From an optimization exercise on the open Yosys and OpenROAD flow, aimed at small area, a short achievable clock period and few clock cycles; shortcuts taken in it are not production practice.
In this exercise RTL edits were held to simulation tests only and were not proved equivalent to the original.

==> design/flow/design.v <==
module css_t1 (
    input  wire [7:0] a,
    output wire [7:0] t1
);
    wire x07 = a[7] ^ (a[5] | a[4]);
    wire x11 = a[1] & a[0];
    wire x12 = a[2] ^ x11;
    wire x14 = a[6] ^ (a[5] & a[4]);
    wire x18 = a[3] ^ x11;
    wire x21 = a[5] & ~a[4];
    assign t1[0] = ~x18;
    assign t1[1] = ~x14;
    assign t1[2] = (~a[5] | (t1[0] & (~a[6] | a[4]))) & (a[6] | x18 | x21);
    assign t1[3] = (a[3] | x14) ^ (a[1] & (~a[0] | x14));
    assign t1[4] = ~x12;
    assign t1[5] = ~x07;
    assign t1[6] = (a[2] | x07) ^ (a[0] & (~a[1] | x07));
    assign t1[7] = (t1[4] | a[7] | x21) & (~a[7] | ~a[5] | a[4]) & (a[4] | x12);
endmodule
module css_disckey (
    input  wire        clk,
    input  wire        rst,         
    input  wire        start,
    output wire        ready,
    output wire [8:0]  slot_addr,
    input  wire [39:0] slot_data,
    output wire        done,
    output wire        found,
    output wire [39:0] disc_key
);
    localparam [31:0] KB0 = 32'h7BD57BD2;
    localparam [31:0] KB1 = 32'hD1F1DFF6;
    localparam [31:0] KB2 = 32'h1595220B;
    localparam [31:0] KB3 = 32'h2FF92F58;
    localparam [31:0] KB4 = 32'h14BFBFE1;
    localparam [31:0] KB5 = 32'hD84791B3;
    localparam [31:0] KB6 = 32'hC7243A82;
    localparam [31:0] KB7 = 32'h088EF578;
    localparam [31:0] KB8 = 32'h97134F2F;
    localparam [31:0] KB9 = 32'hF19D1BDF;
    localparam [31:0] KB10 = 32'h6541308B;
    localparam [31:0] KB11 = 32'h2C1BE881;
    localparam [31:0] KB12 = 32'hD0B151D0;
    localparam [31:0] KB13 = 32'h231A68F7;
    localparam [31:0] KB14 = 32'h512AAEA8;
    localparam [31:0] KB15 = 32'h2EEA2129;
    localparam [31:0] KB16 = 32'h6A5581C6;
    localparam [31:0] KB17 = 32'hEB31DD3E;
    localparam [31:0] KB18 = 32'h12F48663;
    localparam [31:0] KB19 = 32'hD28AEDCB;
    localparam [31:0] KB20 = 32'hC040D826;
    localparam [31:0] KB21 = 32'h31F2D59C;
    localparam [31:0] KB22 = 32'hD6FFDEF9;
    localparam [31:0] KB23 = 32'hFFBBF828;
    localparam [31:0] KB24 = 32'hFC754119;
    localparam [31:0] KB25 = 32'h0F1A6E6B;
    localparam [31:0] KB26 = 32'hA9003075;
    localparam [31:0] KB27 = 32'h159A9502;
    localparam [31:0] KB28 = 32'h7E9F7E3A;
    localparam [31:0] KB29 = 32'h78CD17FE;
    localparam [31:0] KB30 = 32'h5858EBFC;
    localparam [31:0] KB31 = 32'hE41E7019;
    localparam [31:0] KB32 = 32'hE9601300;
    localparam [31:0] KB33 = 32'h583AD4C4;
    localparam [31:0] KB34 = 32'h2A7E0D62;
    localparam [31:0] KB35 = 32'hCB7A6C7A;
    localparam [31:0] KB36 = 32'h0BDBED4B;
    localparam [31:0] KB37 = 32'h7D524355;
    localparam [31:0] KB38 = 32'hC0EE96FD;
    localparam [31:0] KB39 = 32'hA0EE00B2;
    wire [4:0]  pidx_w;
    wire [39:0] kp_tab = {KB39[pidx_w], KB38[pidx_w], KB37[pidx_w], KB36[pidx_w], KB35[pidx_w], KB34[pidx_w], KB33[pidx_w], KB32[pidx_w], KB31[pidx_w], KB30[pidx_w], KB29[pidx_w], KB28[pidx_w], KB27[pidx_w], KB26[pidx_w], KB25[pidx_w], KB24[pidx_w], KB23[pidx_w], KB22[pidx_w], KB21[pidx_w], KB20[pidx_w], KB19[pidx_w], KB18[pidx_w], KB17[pidx_w], KB16[pidx_w], KB15[pidx_w], KB14[pidx_w], KB13[pidx_w], KB12[pidx_w], KB11[pidx_w], KB10[pidx_w], KB9[pidx_w], KB8[pidx_w], KB7[pidx_w], KB6[pidx_w], KB5[pidx_w], KB4[pidx_w], KB3[pidx_w], KB2[pidx_w], KB1[pidx_w], KB0[pidx_w]};
    reg         busy;
    reg  [8:0]  addr_r;       
    reg         pres_val;     
    reg         pres_bub;     
    reg  [4:0]  pidx;         
    reg         s0_ver, s0_val, s0_bub, s0_last;
    reg         s1_ver;
    reg         v1, l1, v2, l2, v3, l3, v4, l4;
    reg         done_r, found_r;
    reg  [39:0] vc;           
    reg  [39:0] r1;           
    reg  [39:0] r2;           
    reg  [39:0] r3s;          
    reg  [4:1]  r3y;          
    reg  [39:0] r3c;          
    reg  [4:0]  r4e;          
    reg  [39:0] r4c;          
    assign pidx_w = pidx;
    wire [39:0] kp = s0_ver ? 40'd0 : kp_tab;
    wire [39:0] e = slot_data;
    wire [39:0] te;
    genvar g;
    generate
        for (g = 0; g < 5; g = g + 1) begin : g_t1e
            css_t1 u (.a(e[8*g +: 8]), .t1(te[8*g +: 8]));
        end
    endgenerate
    wire [39:0] d1;
    assign d1[39:8] = kp[39:8] ^ te[39:8] ^ e[31:0];
    assign d1[7:0]  = kp[7:0] ^ te[7:0];
    wire [39:0] dd = {r1[39:8], r1[7:0] ^ r1[39:32]};
    wire [39:0] td;
    generate
        for (g = 0; g < 5; g = g + 1) begin : g_t1d
            css_t1 u (.a(dd[8*g +: 8]), .t1(td[8*g +: 8]));
        end
    endgenerate
    wire [39:0] cand = kp ^ td ^ {dd[31:0], 8'd0};
    wire [39:0] ka, kb;
    css_ks u_ks (.ck(r2), .a(ka), .b(kb));
    wire [8:0]  bs [0:4];     
    wire [4:0]  bp;           
    genvar g2;
    generate
        for (g2 = 0; g2 < 5; g2 = g2 + 1) begin : g_bs
            assign bs[g2] = {1'b0, ka[8*g2 +: 8]} + {1'b0, kb[8*g2 +: 8]};
            assign bp[g2] = &(ka[8*g2 +: 8] ^ kb[8*g2 +: 8]);
        end
    endgenerate
    wire [4:1] by;            
    assign by[1] = bs[0][8];
    assign by[2] = bs[1][8] | (bp[1] & bs[0][8]);
    assign by[3] = bs[2][8] | (bp[2] & bs[1][8]) | (bp[2] & bp[1] & bs[0][8]);
    assign by[4] = bs[3][8] | (bp[3] & by[3]);
    wire [39:0] bsum = {bs[4][7:0], bs[3][7:0], bs[2][7:0], bs[1][7:0], bs[0][7:0]};
    wire [39:0] kv;
    assign kv[7:0] = r3s[7:0];
    generate
        for (g2 = 1; g2 < 5; g2 = g2 + 1) begin : g_inc
            assign kv[8*g2 +: 8] = r3s[8*g2 +: 8] + {7'd0, r3y[g2]};
        end
    endgenerate
    wire [39:0] dv;
    assign dv[39:8] = kv[39:8] ^ vc[39:8];
    assign dv[7:0]  = kv[7:0] ^ kv[39:32] ^ vc[7:0];
    wire [39:0] tv;
    generate
        for (g = 0; g < 5; g = g + 1) begin : g_t1v
            css_t1 u (.a(dv[8*g +: 8]), .t1(tv[8*g +: 8]));
        end
    endgenerate
    wire [39:0] want = kv ^ {dv[31:0], 8'd0} ^ r3c;    
    wire [4:0]  eqb;
    generate
        for (g = 0; g < 5; g = g + 1) begin : g_eq
            assign eqb[g] = (tv[8*g +: 8] == want[8*g +: 8]);
        end
    endgenerate
    wire        hit  = v4 && (&r4e);
    wire        fin  = !done_r && (hit || (v4 && l4));
    always @(posedge clk) begin
        r1  <= d1;
        r2  <= cand;
        r3s <= bsum;
        r3y <= by;
        r3c <= r2;
        r4e <= eqb;
        if (!hit) r4c <= r3c;
        if (s1_ver) vc <= dd;
    end
    always @(posedge clk) begin
        if (rst) begin
            busy     <= 1'b0;
            addr_r   <= 9'd0;
            pres_val <= 1'b0;
            pres_bub <= 1'b0;
            pidx     <= 5'd0;
            s0_ver   <= 1'b0;
            s1_ver   <= 1'b0;
            s0_val   <= 1'b0;
            s0_bub   <= 1'b0;
            s0_last  <= 1'b0;
            v1 <= 1'b0; l1 <= 1'b0;
            v2 <= 1'b0; l2 <= 1'b0;
            v3 <= 1'b0; l3 <= 1'b0;
            v4 <= 1'b0; l4 <= 1'b0;
            done_r   <= 1'b0;
            found_r  <= 1'b0;
        end else begin
            done_r  <= fin;
            if (fin) found_r <= hit;
            s0_ver  <= 1'b0;
            s1_ver  <= s0_ver;
            s0_val  <= pres_val;
            s0_bub  <= pres_bub;
            s0_last <= pres_val && (addr_r == 9'd408) && (pidx == 5'd31);
            v1 <= s0_val; l1 <= s0_last;
            v2 <= v1;     l2 <= l1;
            v3 <= v2;     l3 <= l2;
            v4 <= v3;     l4 <= l3;
            if (s0_bub) pidx <= pidx + 5'd1;
            if (pres_val) begin
                if (addr_r == 9'd408) begin
                    pres_val <= 1'b0;
                    pres_bub <= (pidx != 5'd31);
                end else begin
                    addr_r <= addr_r + 9'd1;
                end
            end else if (pres_bub) begin
                pres_bub <= 1'b0;
                pres_val <= 1'b1;
                addr_r   <= 9'd1;
            end
            if (!busy) begin
                if (start) begin
                    busy     <= 1'b1;
                    s0_ver   <= 1'b1;
                    pres_val <= 1'b1;
                    pres_bub <= 1'b0;
                    addr_r   <= 9'd1;
                    pidx     <= 5'd0;
                end
            end else if (done_r) begin
                busy     <= 1'b0;
                addr_r   <= 9'd0;
                pres_val <= 1'b0;
                pres_bub <= 1'b0;
                s0_val   <= 1'b0;
                s0_bub   <= 1'b0;
                s0_last  <= 1'b0;
                v1 <= 1'b0; v2 <= 1'b0; v3 <= 1'b0; v4 <= 1'b0;
                l1 <= 1'b0; l2 <= 1'b0; l3 <= 1'b0; l4 <= 1'b0;
            end
        end
    end
    assign ready     = !busy;
    assign slot_addr = addr_r;
    assign done      = done_r;
    assign found     = found_r;
    assign disc_key  = r4c;
endmodule
module css_ks (
    input  wire [39:0] ck,
    output wire [39:0] a,
    output wire [39:0] b
);
    wire x40 = ck[2] ^ ck[12];
    wire x41 = ck[1] ^ ck[11];
    wire x42 = ck[0] ^ ck[10];
    wire x43 = ck[9] ^ ck[15];
    wire x44 = ck[8] ^ ck[14];
    wire x45 = ck[7] ^ x40;
    wire x46 = ck[6] ^ x41;
    wire x47 = ck[4] ^ x43;
    wire x48 = ck[5] ^ x42;
    wire x49 = ck[3] ^ x44;
    wire x50 = ck[13] ^ x48;
    wire x51 = x45 ^ x47;
    wire x52 = x46 ^ x49;
    wire x53 = ck[26] ^ ck[35];
    wire x54 = ck[36] ^ ck[39];
    wire x55 = ck[19] ^ ck[28];
    wire x56 = ck[20] ^ ck[29];
    wire x57 = ck[21] ^ ck[30];
    wire x58 = ck[22] ^ ck[31];
    wire x59 = ck[23] ^ ck[27];
    wire x60 = ck[23] ^ ck[32];
    wire x61 = ck[24] ^ ck[33];
    wire x62 = ck[25] ^ ck[34];
    wire x63 = ck[27] ^ ck[30];
    wire x64 = ck[13] ^ x52;
    wire x65 = ck[18] ^ ck[25];
    wire x66 = ck[26] ^ ck[29];
    wire x67 = ck[32] ^ ck[36];
    wire x68 = ck[33] ^ ck[37];
    wire x69 = ck[34] ^ ck[38];
    wire x70 = ck[22] ^ x53;
    wire x71 = ck[28] ^ x56;
    wire x72 = ck[31] ^ x60;
    wire x73 = ck[35] ^ x54;
    wire x74 = ck[0] ^ ck[13];
    wire x75 = ck[1] ^ ck[14];
    wire x76 = ck[2] ^ ck[15];
    wire x77 = ck[16] ^ ck[17];
    wire x78 = ck[16] ^ ck[24];
    wire x79 = ck[16] ^ ck[31];
    wire x80 = ck[17] ^ ck[18];
    wire x81 = ck[17] ^ ck[24];
    wire x82 = ck[28] ^ ck[34];
    wire x83 = ck[29] ^ ck[35];
    wire x84 = ck[13] ^ x42;
    wire x85 = ck[19] ^ x60;
    wire x86 = ck[20] ^ x61;
    wire x87 = ck[21] ^ x62;
    wire x88 = ck[25] ^ x81;
    wire x89 = ck[27] ^ x55;
    wire x90 = ck[33] ^ x57;
    wire x91 = ck[34] ^ x58;
    wire x92 = x53 ^ x69;
    wire x93 = x54 ^ x59;
    wire x94 = x57 ^ x66;
    wire x95 = x58 ^ x63;
    wire x96 = x59 ^ x78;
    wire x97 = x61 ^ x67;
    wire x98 = x62 ^ x68;
    wire x99 = x70 ^ x93;
    wire x100 = ck[27] ^ x73;
    wire x101 = ck[35] ^ x72;
    wire x102 = ck[30] ^ x91;
    wire x103 = ck[29] ^ x90;
    wire x104 = ck[32] ^ x71;
    wire x105 = ck[31] ^ x89;
    wire x106 = ck[26] ^ x63;
    wire x107 = x65 ^ x66;
    wire x108 = ck[28] ^ x88;
    wire x109 = ck[38] ^ x70;
    wire x110 = x87 ^ x109;
    wire x111 = ck[37] ^ x86;
    wire x112 = x87 ^ x111;
    wire x113 = ck[36] ^ x85;
    wire x114 = x86 ^ x113;
    wire x115 = ck[35] ^ x58;
    wire x116 = x85 ^ x115;
    wire x117 = ck[18] ^ x57;
    wire x118 = x91 ^ x117;
    wire x119 = x56 ^ x80;
    wire x120 = x90 ^ x119;
    wire x121 = ck[32] ^ x55;
    wire x122 = x56 ^ x77;
    wire x123 = x121 ^ x122;
    wire x124 = x55 ^ x79;
    wire x125 = x73 ^ x124;
    wire x126 = ck[18] ^ ck[30];
    wire x127 = x54 ^ x69;
    wire x128 = x126 ^ x127;
    wire x129 = ck[38] ^ x68;
    wire x130 = x80 ^ x83;
    wire x131 = x129 ^ x130;
    wire x132 = ck[37] ^ x67;
    wire x133 = x77 ^ x82;
    wire x134 = x132 ^ x133;
    wire x135 = ck[33] ^ ck[39];
    wire x136 = x79 ^ x135;
    wire x137 = ck[32] ^ ck[38];
    wire x138 = x63 ^ x137;
    wire x139 = x73 ^ x138;
    wire x140 = ck[29] ^ ck[31];
    wire x141 = ck[37] ^ x140;
    wire x142 = x92 ^ x141;
    wire x143 = ck[28] ^ ck[30];
    wire x144 = ck[36] ^ x143;
    wire x145 = x98 ^ x144;
    wire x146 = ck[27] ^ x83;
    wire x147 = x97 ^ x146;
    wire x148 = x53 ^ x82;
    wire x149 = x72 ^ x148;
    wire x150 = ck[33] ^ x62;
    wire x151 = x95 ^ x150;
    wire x152 = ck[32] ^ x61;
    wire x153 = x94 ^ x152;
    wire x154 = ck[25] ^ x71;
    wire x155 = x72 ^ x154;
    wire x156 = ck[24] ^ x55;
    wire x157 = x95 ^ x156;
    wire x158 = x59 ^ x94;
    wire x159 = ck[22] ^ ck[26];
    wire x160 = x65 ^ x159;
    wire x161 = x71 ^ x160;
    wire x162 = ck[21] ^ x88;
    wire x163 = x89 ^ x162;
    wire x164 = ck[20] ^ ck[26];
    wire x165 = x96 ^ x164;
    wire x166 = ck[19] ^ x65;
    wire x167 = x99 ^ x166;
    wire x168 = ck[15] ^ x40;
    wire x169 = ck[14] ^ x41;
    wire x170 = x40 ^ x43;
    wire x171 = x41 ^ x44;
    wire x172 = x43 ^ x45;
    wire x173 = x44 ^ x46;
    wire x174 = ck[2] ^ x50;
    wire x175 = ck[1] ^ x51;
    wire x176 = ck[0] ^ x52;
    wire x177 = ck[15] ^ x50;
    wire x178 = ck[14] ^ x51;
    wire x179 = x40 ^ x50;
    wire x180 = x41 ^ x51;
    wire x181 = x42 ^ x52;
    wire x182 = x43 ^ x50;
    wire x183 = x44 ^ x51;
    wire x184 = x45 ^ x50;
    wire x185 = x46 ^ x51;
    wire x186 = x48 ^ x52;
    wire x187 = x47 ^ x50;
    wire x188 = x49 ^ x51;
    wire x189 = ck[2] ^ ck[13];
    wire x190 = x52 ^ x189;
    wire x191 = ck[1] ^ x45;
    wire x192 = x50 ^ x191;
    wire x193 = ck[0] ^ x46;
    wire x194 = x51 ^ x193;
    wire x195 = x48 ^ x76;
    wire x196 = x52 ^ x195;
    wire x197 = x47 ^ x75;
    wire x198 = x50 ^ x197;
    wire x199 = x49 ^ x74;
    wire x200 = x51 ^ x199;
    wire x201 = ck[12] ^ ck[13];
    wire x202 = ck[15] ^ x201;
    wire x203 = x52 ^ x202;
    wire x204 = ck[11] ^ ck[14];
    wire x205 = x45 ^ x204;
    wire x206 = x50 ^ x205;
    wire x207 = ck[10] ^ ck[13];
    wire x208 = x46 ^ x207;
    wire x209 = x51 ^ x208;
    assign a[0] = x100;
    assign a[1] = x92;
    assign a[2] = x98;
    assign a[3] = x97;
    assign a[4] = x101;
    assign a[5] = x102;
    assign a[6] = x103;
    assign a[7] = x104;
    assign a[8] = x105;
    assign a[9] = ~x106;
    assign a[10] = x107;
    assign a[11] = x108;
    assign a[12] = x96;
    assign a[13] = x99;
    assign a[14] = x110;
    assign a[15] = x112;
    assign a[16] = x114;
    assign a[17] = ~x116;
    assign a[18] = ~x118;
    assign a[19] = x120;
    assign a[20] = x123;
    assign a[21] = ~x125;
    assign a[22] = ~x128;
    assign a[23] = x131;
    assign a[24] = x134;
    assign a[25] = x136;
    assign a[26] = x139;
    assign a[27] = x142;
    assign a[28] = x145;
    assign a[29] = x147;
    assign a[30] = x149;
    assign a[31] = x151;
    assign a[32] = x153;
    assign a[33] = x155;
    assign a[34] = x157;
    assign a[35] = ~x158;
    assign a[36] = x161;
    assign a[37] = x163;
    assign a[38] = ~x165;
    assign a[39] = x167;
    assign b[0] = x76;
    assign b[1] = x75;
    assign b[2] = x74;
    assign b[3] = x168;
    assign b[4] = x169;
    assign b[5] = x84;
    assign b[6] = x170;
    assign b[7] = x171;
    assign b[8] = ~x84;
    assign b[9] = x172;
    assign b[10] = x173;
    assign b[11] = ~x50;
    assign b[12] = x51;
    assign b[13] = x52;
    assign b[14] = ~x174;
    assign b[15] = x175;
    assign b[16] = x176;
    assign b[17] = ~x177;
    assign b[18] = x178;
    assign b[19] = x64;
    assign b[20] = ~x179;
    assign b[21] = x180;
    assign b[22] = x181;
    assign b[23] = ~x182;
    assign b[24] = x183;
    assign b[25] = ~x64;
    assign b[26] = ~x184;
    assign b[27] = x185;
    assign b[28] = x186;
    assign b[29] = ~x187;
    assign b[30] = x188;
    assign b[31] = ~x190;
    assign b[32] = ~x192;
    assign b[33] = x194;
    assign b[34] = x196;
    assign b[35] = ~x198;
    assign b[36] = x200;
    assign b[37] = ~x203;
    assign b[38] = ~x206;
    assign b[39] = x209;
endmodule
==> design/flow/run.sh <==
#!/bin/bash
# synth_recipe.tcl (not shown) runs the flow's synth.tcl, then flattens the netlist and writes it again
# the make line also repeats each setting of config.mk as NAME=value (left out here)
make -C /OpenROAD-flow-scripts/flow DESIGN_CONFIG=/design/flow/config.mk WORK_HOME=/design/flow/orfs CLKGATE_MAP_FILE= SYNTH_SCRIPT=/design/flow/synth_recipe.tcl finish
==> design/flow/config.mk <==
export PLATFORM = sky130hd
export DESIGN_NAME = css_disckey
export DESIGN_NICKNAME = css_disckey
export VERILOG_FILES = /design/flow/design.v
export SDC_FILE = /design/flow/constraint.sdc
export NUM_CORES = 4
export LEC_CHECK = 0
export CAP_MARGIN = 20
export CORE_MARGIN = 2
export CORE_UTILIZATION = 40
export PLACE_DENSITY = 0.6
export SETUP_SLACK_MARGIN = 3.2
export SLEW_MARGIN = 20
==> design/flow/constraint.sdc <==
create_clock -name core_clock -period 6.0 [get_ports {clk}]
set_input_delay 1.2000 -clock core_clock [delete_from_list [all_inputs] [get_ports {clk}]]
set_output_delay 1.2000 -clock core_clock [all_outputs]
set_load 0.01 [all_outputs]
==> out/results.txt, run 1 <==
Post-synth EDFFs: 80
Rows: 77
Area leader, netlist: dfxtp_1
Port Buf Inserts: 94
DRC viols: 0
Mean Syn Cell Area: 9.568 sq um
Synth cell count leaders: 406 x xnor2_1, 201 x dfxtp_1, 143 x xor2_1
Initial antenna violation count: 1
Post-Layout Cell Count: 2,663
Pin count of the biggest net entering global routing: 77
WHS Endpoint: r3c[9]
Total clock sinks: 281
Share of the synthesized area in the top cell type: 22.24%
Startpoint of the worst hold path: r2[9]
Worst-Margin Slew: 0.9609 ns
Cell Count Post-Placement: 2,522
I/O pin count: 95
Final HPWL DP: 44.49 mm
CTS clk-pin slew, worst paths: 0.06 ns
Die height: 216.7 microns
Mapped cell area: 18,090 sq um
Maximum root-to-sink buffer count: 3
Setup TNS: 0 ns
Worst hold path class: flip-flop to flip-flop
CTS tree: done
Largest cells by area after synthesis: dfxtp_1 22%, xnor2_1 20%, edfxtp_1 13%
Hold slack: 0.4079 ns
R2R cell count: 15
Placer Congestion: 0.9503
Setup crit end kind: flip-flop
DRT iter0 DRCs: 1,354
Global-route wire length before repair: 84.52 mm
Area growth, synth to finish: 24.58%
Period utilization: 55.33%
Synthesized instance count: 1,891
CP Data Arrival Time: 3.74 ns
Crit. Startpoint: r2[4]
Syn Nets: 1,996
Final Hold Viols: 0
Fraction of layout cells with a size suffix above 1: 16.66%
GR Util All Layers: 23.93%
Synth warn: 1
CTS buffer count: 34
Final number of setup-violating endpoints: 0
Top-count cell post-synth: xnor2_1
Reg-to-reg startpoint: r2[4]
Via count of the routed design: 14,430
Clock Latency Late Sink: 0.55 ns
Synth Flop Type: dfxtp_1
Startpoint Class: flip-flop
Slew headroom: 35.94%
Max Slew Vio Count: 0
Clock skew: 0.01787 ns
CP required: 6.42 ns
Die width: 216.7 microns
Drt total wl: 57.61 mm
# fillers: 4,000
WHS Path Cells: 0
Post-CTS Hold Fix Bufs: 0
FF-to-FF End: r3s[39]
Crit Path Category: flip-flop to flip-flop
Min Tclk post-route: 3.320 ns
Seq/Total Area, Yosys: 35.52%
Post-DRT Antenna Nets: 0
RSZ-0062 raised after global routing: yes
CTS root buf: clkbuf_16
Initial core utilization: 40.74%
Vias/cell: 5.418
DIE AREA: 46,950 sq um
FF+latch count, synth: 281
Run status: timing/DRC/antenna clean
Number of max-cap violations: 0
Vias in the first global route: 13,600
FF-to-FF setup slack: 2.68 ns
Max Freq: 0.3012 GHz
Core Footprint: 44,410 sq um
Async set-reset flop share out of synthesis: 0%
Router iterations before antenna repair: 6
Total global routing overflow: 0
Drt wl/cell: 21.63 microns
Max FO, Critical Path: 2
Diode count: 0
Htree depth: 2
Synth unique cells: 79
Final #Nets: 2,150
## cell usage in the layout, fill, tap and decap left out, types with 13 or more instances in the layout
cell             count
a31oi_1             16
xnor3_1             21
a221oi_1            13
and2_1              16
nand3_1             43
o22ai_1             19
nor3_1              17
a21o_1              21
xnor2_2             32
inv_1               76
xnor2_1            364
dfxtp_2             26
edfxtp_1            80
clkbuf_16           35
ha_1                46
nand2b_1            21
a211oi_1            14
o21ai_0             86
a21oi_1            112
dfxtp_1            164
a21oi_2             17
xor2_2              16
nand2_1             97
o211ai_1            13
nor2b_1             15
nand4_1             13
nor2_1             111
buf_4               65
buf_6               17
xor2_1             124
xnor2_4             16
clkdlybuf4s50_1     94
## registers in the layout, summed over array words and instances, names as in the netlist, 4 cells and up
name	cells
r1	40
r2	40
r3c	40
r3s	40
r4c	40
vc	40
addr_r	9
pidx	5
r4e	5
r3y	4
## final cells by class
| type | instances | area, sq um | share of cell area [%] |
|---|---|---|---|
| clock buffer | 41 | 928.4 | 4.119 |
| multi-input combinational | 1463 | 12120 | 53.79 |
| sequential | 281 | 6500 | 28.84 |
| inverter | 84 | 319.1 | 1.415 |
| timing repair buffer | 181 | 1715 | 7.610 |
| tap | 592 | 740.7 | 3.286 |
| clock inverter | 21 | 214.0 | 0.9492 |
## layer usage
metal | wire length, microns | GRT usage, % | vias to the layer above
met5 | 0 | 0 | -
met3 | 3147 | 3.425 | 116
met4 | 2909 | 11.23 | 0
met1 | 24820 | 31.27 | 6948
li1 | - | - | 6853
met2 | 26740 | 39.07 | 510
## stage by stage
step	area (sq um)	worst slack (ns)	utilization [%]
after floorplan	18220	2.791	-
after global placement	19710	1.607	44.37
after detailed placement	19710	2.348	44.39
after CTS	21820	2.763	49.13
after global routing	22540	2.517	50.75
final	22540	2.680	50.75
## critical path: stages, from the launching register on
cell and delay, ns:
dfxtp_4 0.35, xnor2_2 0.14, xnor3_2 0.49, xnor2_4 0.18, xnor2_2 0.22, xor2_1 0.27
xor2_1 0.23, ha_1 0.26, a21o_1 0.18, a21oi_2 0.13, o21bai_1 0.09, a21oi_2 0.16
o21bai_1 0.10, a21oi_2 0.17, xnor2_1 0.15, xnor2_1 0.09
## worst max-delay path by stage
stage | end | slack [ns]
after floorplan | r3s[39] | 2.79
final | r3s[39] | 2.68
after CTS | r3y[4] | 2.76
after global routing | r3s[39] | 2.52
after global placement | r1[5] | 1.61
after detailed placement | r3y[4] | 2.35
## repair_timing
action,in CTS,in global routing
setup endpoints to repair,98,65
setup buffers,48,31
pin swaps,41,51
gates resized for setup,116,91
## logic make-up after synthesis
| family | count (synthesis) | synth area share (%) |
|---|---|---|
| AO/OA/AOI/OAI | 394 | 13.69 |
| buffers and inverters | 147 | 3.091 |
| AND/OR/NAND/NOR | 401 | 10.75 |
| XOR/XNOR | 589 | 31.40 |
| adder cells (fa/ha/maj) | 65 | 4.626 |
| multiplexers | 14 | 0.9197 |
| flip-flops | 281 | 35.52 |
Testbench counts, summed over its fixed seeds: cycles 272,231.
==> run 2: changes to the inputs <==
--- a/design/flow/config.mk
+++ b/design/flow/config.mk
@@ -9,5 +9,5 @@
 export CORE_MARGIN = 2
 export CORE_UTILIZATION = 40
 export PLACE_DENSITY = 0.6
-export SETUP_SLACK_MARGIN = 3.2
+export SETUP_SLACK_MARGIN = 2.5
 export SLEW_MARGIN = 20
==> run 2 against run 1 <==
  * Still clean on timing, DRC and antenna
  * Non-clock buffer count fell by 59
  * Critical path depth is the same
  * First-iteration DRC count shrank 6.1%
  * Via count fell by 3.2%
==> out/results.txt, run 2 <==
CTS clk-pin slew, worst paths: 0.06 ns (about the same)
Via count of the routed design: 13,970 (-3.2%)
Final Hold Viols: 0 (unchanged)
Drt wl/cell: 21.12 microns (-2.4%)
Most frequent cells in the layout: 396 x xnor2_1, 182 x dfxtp_1, 137 x xor2_1
Startpoint Class: flip-flop
Min Tclk post-route: 3.449 ns (+0.1285 ns)
Final #Nets: 2,091 (-2.7%)
Core Footprint: 44,410 sq um (unchanged)
RSZ-0062 raised after global routing: yes
Grt peak-use layer: met2
Final HPWL DP: 43.96 mm (-1.2%)
# fillers: 4,185 (+4.6%)
Diode count: 0 (unchanged)
Total clock sinks: 281 (unchanged)
Vias in the first global route: 13,500 (-0.72%)
Global-route wire length before repair: 82.55 mm (-2.3%)
Initial antenna violation count: 0 (-1)
Port Buf Inserts: 94 (unchanged)
Crit Path Category: flip-flop to flip-flop
DIE AREA: 46,950 sq um (unchanged)
Met1 Use GR: 30.73% (-0.53 points)
Area growth, synth to finish: 16.46%
Max Slew Vio Count: 0 (unchanged)
Number of max-cap violations: 0 (unchanged)
Worst-Margin Slew: 1.128 ns (+0.1674 ns)
Total global routing overflow: 0 (unchanged)
Maximum root-to-sink buffer count: 3 (unchanged)
Setup crit end kind: flip-flop
Slew headroom: 23.82% (-12 points)
Synth cell count leaders: 406 x xnor2_1, 201 x dfxtp_1, 143 x xor2_1
Synth warn: 1 (unchanged)
Pin count of the biggest net entering global routing: 77 (unchanged)
Top-count cell post-synth: xnor2_1
Mapped cell area: 18,090 sq um (unchanged)
Synth unique cells: 79 (unchanged)
Async set-reset flop share out of synthesis: 0% (unchanged)
CTS tree: done
Reg-to-reg startpoint: r2[2]
Placer Congestion: 0.9358 (-1.5%)
FF+latch count, synth: 281 (unchanged)
Synthesized instance count: 1,891 (unchanged)
WHS Path Cells: 0 (unchanged)
R2R cell count: 15 (unchanged)
DRT iter0 DRCs: 1,271 (-6.1%)
Startpoint of the worst hold path: r2[5]
CTS buffer count: 34 (unchanged)
Max Freq: 0.2900 GHz (-3.7%)
Commonest non-fill, non-tap cell in the layout: xnor2_1
Final number of setup-violating endpoints: 0 (unchanged)
Clock Latency Late Sink: 0.54 ns (about the same)
Initial core utilization: 40.74% (unchanged)
FF-to-FF setup slack: 2.55 ns (-0.13 ns)
Post-synth EDFFs: 80 (unchanged)
Crit. Startpoint: r2[2]
Clock skew: 0.01834 ns (+0.0004654 ns)
GR Layer Usage met3: 3.074% (-0.35 points)
Fraction of layout cells with a size suffix above 1: 7.455% (-9.2 points)
Area leader, netlist: dfxtp_1
Period utilization: 57.48% (+2.1 points)
Die height: 216.7 microns (unchanged)
Post-CTS Hold Fix Bufs: 0 (unchanged)
CP required: 6.46 ns (+0.04 ns)
Max FO, Critical Path: 5 (+3)
Die width: 216.7 microns (unchanged)
WHS Endpoint: r3c[5]
Rows: 77 (unchanged)
I/O pin count: 95 (unchanged)
Syn Nets: 1,996 (unchanged)
Post-DRT Antenna Nets: 0 (unchanged)
Share of the synthesized area in the top cell type: 22.24% (unchanged)
Router iterations before antenna repair: 6 (unchanged)
Worst hold path class: flip-flop to flip-flop
Vias/cell: 5.363 (-1.0%)
Setup TNS: 0 ns (unchanged)
GR Util All Layers: 23.17% (-0.76 points)
DRC viols: 0 (unchanged)
CP Data Arrival Time: 3.91 ns (+0.17 ns)
CTS root buf: clkbuf_16
Seq/Total Area, Yosys: 35.52% (unchanged)
FF-to-FF End: r3s[39]
Synth Flop Type: dfxtp_1
Run status: timing/DRC/antenna clean
Mean Syn Cell Area: 9.568 sq um (unchanged)
Drt total wl: 55.00 mm (-4.5%)
Htree depth: 2 (unchanged)
Largest cells by area after synthesis: dfxtp_1 22%, xnor2_1 20%, edfxtp_1 13%
Met2 usage: 38.80% (-0.27 points)
## run 2: cell counts after synthesis
No cell type changed its count.
## run 2: kinds of logic (layout without fill, tap and decap cells)
kind of cell | count (synthesis) | in the layout | share of synthesized area, %
AND/OR/NAND/NOR | 401 | 401 | 10.75
multiplexers | 14 | 14 | 0.9197
XOR/XNOR | 589 | 589 | 31.40
AO/OA/AOI/OAI | 394 | 394 | 13.69
adder cells (fa/ha/maj) | 65 | 65 | 4.626
buffers and inverters | 147 | 268 | 3.091
flip-flops | 281 | 281 | 35.52
## run 2: per-layer routing
metal / wire length (microns) / vias to the layer above
met5: 0 / -
met4: 1736 / 0
met3: 3124 / 82
met2: 26130 / 511
met1: 24010 / 6634
li1: - / 6739
## run 2: final cells by class
| cell class | count | area (sq um) | area share, % |
|---|---|---|---|
| Multi-Input combinational cell | 1463 | 11310 | 53.65 |
| Tap cell | 592 | 740.7 | 3.515 |
| Clock inverter | 14 | 147.6 | 0.7006 |
| Timing Repair Buffer | 122 | 1151 | 5.463 |
| Sequential cell | 281 | 6457 | 30.64 |
| Clock buffer | 48 | 954.7 | 4.530 |
| Inverter | 84 | 315.3 | 1.496 |
## run 2: worst max path at each step
stage                    to
finish              r3s[39]
global route        r3s[39]
CTS                  r3y[4]
detailed placement  r3s[39]
global placement    r3s[39]
floorplan           r3s[39]
## run 2: critical path, cell delays in order, from the launching register on
cell and delay [ns]:
dfxtp_2 0.44, xnor2_4 0.16, xnor3_2 0.50, xnor2_2 0.18, xnor2_2 0.22, xor2_2 0.21
xor2_1 0.21, ha_1 0.26, a21o_1 0.19, a21oi_2 0.18, o21bai_1 0.10, a21oi_2 0.19
o21bai_1 0.08, a21oi_1 0.18, xnor2_1 0.15, xnor2_1 0.13
## run 2: metrics by stage
stage	area [sq um]	std cells	util [%]	hold WS [ns]	setup slack, ns
6_report	21070	2604	47.45	0.3709	2.551
5_1_grt	21070	2604	47.45	0.3768	2.373
4_1_cts	20900	2593	47.06	0.3730	2.501
3_5_place_dp	19630	2524	44.19	0.3649	2.074
3_3_place_gp	19620	2524	44.18	0.3626	2.193
2_1_floorplan	18100	1891	-	0.3258	2.533
## run 2: what timing repair did
item,in CTS,in global routing
buffers inserted,7,11
endpoints found under the hold margin,0,0
pin swaps,7,7
resized for setup,26,16
cloned,0,0
endpoints found under the setup margin,6,7
==> run 3: changes to the inputs <==
--- a/design/flow/config.mk
+++ b/design/flow/config.mk
@@ -7,7 +7,7 @@
 export LEC_CHECK = 0
 export CAP_MARGIN = 20
 export CORE_MARGIN = 2
-export CORE_UTILIZATION = 40
-export PLACE_DENSITY = 0.6
+export CORE_UTILIZATION = 60
+export PLACE_DENSITY = 0.75
 export SETUP_SLACK_MARGIN = 2.5
 export SLEW_MARGIN = 20
==> run 3 against run 2 <==
  * Count of clock-buffer cells in the layout shrank 10
  * Flip-flop and latch count stayed put
  * Die area fell by 33%
  * Register-to-register slack worse by 0.04 ns
  * First-iteration DRC count decreased by 13%
  * Synthesized cell count did not move
  * Cell area fell by 1.5%
  * Fmax down 1.1%
  * Still clean on timing, DRC and antenna
  * Critical path type unchanged
  * Wire length fell by 3.6%
==> out/results.txt, run 3 <==
FF+latch area: 6461 sq um (about the same)
Setup TNS: 0 ns (unchanged)
Worst-Margin Slew: 0.9581 ns (-0.1702 ns)
Post-synth EDFFs: 80 (unchanged)
Via count of the routed design: 14,250 (+2.0%)
CTS root buf: clkbuf_16
Htree depth: 1 (-1)
Die width: 177.7 microns (-18%)
Drt total wl: 53.03 mm (-3.6%)
Worst hold path class: flip-flop to flip-flop
Port Buf Inserts: 94 (unchanged)
Post-DRT Antenna Nets: 0 (unchanged)
Post-Route Utilization: 70.01% (+23 points)
Pin count of the biggest net entering global routing: 77 (unchanged)
Async set-reset flop share out of synthesis: 0% (unchanged)
Reg-to-reg startpoint: r2[36]
DIE AREA: 31,560 sq um (-33%)
Most frequent cells in the layout: 399 x xnor2_1, 181 x dfxtp_1, 139 x xor2_1
Vias in the first global route: 13,530 (+0.21%)
CP Data Arrival Time: 3.96 ns (+0.05 ns)
Slew headroom: 36.13% (+12 points)
Drt wl/cell: 22.13 microns (+4.8%)
Max Slew Vio Count: 0 (unchanged)
Startpoint Class: flip-flop
GR Util All Layers: 33.04% (+9.9 points)
Core Footprint: 29,640 sq um (-33%)
Most frequent CP cell: a21o_1
Synth warn: 1 (unchanged)
Design Area, Final: 20,750 sq um (-1.5%)
Fraction of layout cells with a size suffix above 1: 7.527% (+0.072 points)
Total clock sinks: 281 (unchanged)
WHS Path Cells: 0 (unchanged)
I/O pin count: 95 (unchanged)
Router iterations before antenna repair: 5 (-1)
Synth cell count leaders: 406 x xnor2_1, 201 x dfxtp_1, 143 x xor2_1
Global-route wire length before repair: 78.92 mm (-4.4%)
CTS tree: done
Mean Syn Cell Area: 9.568 sq um (unchanged)
Period utilization: 58.13% (+0.65 points)
Crit-path slowest cell: fa_2
Die height: 177.7 microns (-18%)
Crit Path Category: flip-flop to flip-flop
Share of the synthesized area in the top cell type: 22.24% (unchanged)
Initial core utilization: 61.05% (+20 points)
Mapped cell area: 18,090 sq um (unchanged)
Area growth, synth to finish: 14.68%
Top-count cell post-synth: xnor2_1
Final Hold Viols: 0 (unchanged)
# fillers: 2,282 (-45%)
CTS clk-pin slew, worst paths: 0.06 ns (about the same)
Syn Nets: 1,996 (unchanged)
Largest cells by area after synthesis: dfxtp_1 22%, xnor2_1 20%, edfxtp_1 13%
Worst slack at placement: 2.138 ns (+0.06385 ns)
Setup crit end kind: flip-flop
Placer Congestion: 0.9648 (+3.1%)
Crit-path cells: xor2_2, xnor2_2, xnor2_1, ha_1, fa_2, a21o_1, a21oi_2, nor2b_1, o21a_1, o41ai_2, o211ai_1, a21o_1, a41o_1
Run status: timing/DRC/antenna clean
Initial antenna violation count: 1 (+1)
Vias/cell: 5.948 (+11%)
Seq/Total Area, Yosys: 35.52% (unchanged)
Final number of setup-violating endpoints: 0 (unchanged)
Synth unique cells: 79 (unchanged)
Max FO, Critical Path: 5 (unchanged)
Worst Setup Slack, final: 2.512 ns (-0.03904 ns)
Min Tclk post-route: 3.488 ns (+0.03904 ns)
Clock Latency Late Sink: 0.58 ns (+0.04 ns)
Number of max-cap violations: 0 (unchanged)
Total global routing overflow: 0 (unchanged)
Clock skew: 0.03644 ns (+0.01810 ns)
Multi-input logic area: 11,290 sq um (-0.17%)
CP required: 6.47 ns (about the same)
Max Freq: 0.2867 GHz (-1.1%)
Synth Flop Type: dfxtp_1
FF-to-FF setup slack: 2.51 ns (-0.04 ns)
Diode count: 0 (unchanged)
WHS Endpoint: r3c[5]
Final #Nets: 2,087 (-0.19%)
Synthesized instance count: 1,891 (unchanged)
Post-CTS Hold Fix Bufs: 0 (unchanged)
DRT iter0 DRCs: 1,104 (-13%)
Area leader, netlist: dfxtp_1
RSZ-0062 raised after global routing: yes
R2R cell count: 13 (-2)
DRC viols: 0 (unchanged)
Final HPWL DP: 41.61 mm (-5.3%)
Startpoint of the worst hold path: r2[5]
FF-to-FF End: r3y[4]
CTS buffer count: 30 (-12%)
Commonest non-fill, non-tap cell in the layout: xnor2_1
Rows: 63 (-18%)
Max stage delay on crit path: 0.41 ns (-0.09 ns)
FF+latch count, synth: 281 (unchanged)
Maximum root-to-sink buffer count: 3 (unchanged)
Placed Instance Area: 19,360 sq um (-1.4%)
==> run 3: cell counts after synthesis <==
Identical to the previous run, type by type.
==> run 3: final cells by class <==
cell class,count,share of cell area [%]
multi-input combinational,1463,54.40
sequential,281,31.14
timing repair buffer,122,5.547
clock buffer,38,4.058
tap,390,2.352
inverter,84,1.520
clock inverter,18,0.9889
==> run 3: critical path: cells and delay by family (launching register included) <==
kind	cells	cell delay (ns)
flops	1	0.37
fa+ha+maj	2	0.66
xor+xnor	3	0.69
compound gates	7	1.60
simple gates	1	0.06
==> run 3: metrics by stage <==
stage | hold slack, ns | cells
3_3_place_gp | 0.3627 | 2320
3_5_place_dp | 0.3670 | 2320
2_1_floorplan | 0.3258 | 1891
6_report | 0.3741 | 2396
4_1_cts | 0.3755 | 2383
5_1_grt | 0.3799 | 2396
==> run 3: kinds of logic (layout without fill, tap and decap cells) <==
group | count (synthesis) | count (layout) | synth area share [%]
xor gates and xnor gates | 589 | 589 | 31.40
and+or+nand+nor | 401 | 401 | 10.75
AOI/OAI and AO/OA | 394 | 394 | 13.69
DFF | 281 | 281 | 35.52
muxes | 14 | 14 | 0.9197
buffers and inverters | 147 | 262 | 3.091
adders and majority gates | 65 | 65 | 4.626
==> run 3: how the worst max path moves through the flow <==
| stage | startpoint | slack (ns) | endpoint |
|---|---|---|---|
| floorplan | r2[2] | 2.53 | r3s[39] |
| global placement | pidx[1] | 2.25 | r2[5] |
| detailed placement | r2[28] | 2.14 | r3y[4] |
| CTS | r2[36] | 2.50 | r3y[4] |
| global route | r2[36] | 2.42 | r3y[4] |
| finish | r2[36] | 2.51 | r3y[4] |
==> run 3: per-layer routing <==
layer,up-vias,global-route usage [%],wire length (microns)
li1,6729,-,-
met1,6783,42.48,22010
met2,612,55.88,24960
met3,128,3.128,3201
met4,0,15.88,2856
met5,-,0,0
==> run 3: what timing repair did <==
action | CTS | global route
pin swaps | 7 | 17
setup buffers | 7 | 13
setup endpoints to repair | 4 | 7
gates resized for setup | 20 | 23
cloned | 0 | 0

==> re-timing with driven ports <==
Ports are ideal in the flow. The routed layouts listed here were re-timed in OpenROAD. Step 1, drivers: a clkbuf_16 drives clk and a buf_2 each remaining input, both assumed. Step 2, shift: input delay + t, output delay - t, t = (earliest + latest rising clock arrival at the registers) / 2. This alone moves slack from input paths to output paths. Slacks: ideal / step 1 / step 2; pairs: ideal / step 1.
| run | t, ns | setup slack, ns | hold slack, ns | worst setup path at the end | worst register clock-pin slew, ns |
|---|---|---|---|---|---|
| run 1 | 0.593 | 2.680 / 2.680 / 2.680 | 0.408 / 0.408 / 0.408 | register to register | 0.06 / 0.06 |
| run 2 | 0.589 | 2.551 / 2.551 / 2.551 | 0.371 / 0.371 / 0.371 | register to register | 0.06 / 0.06 |
| run 3 | 0.611 | 2.512 / 2.512 / 2.512 | 0.374 / 0.374 / 0.374 | register to register | 0.07 / 0.07 |
After both steps setup and hold are still met in every run listed.
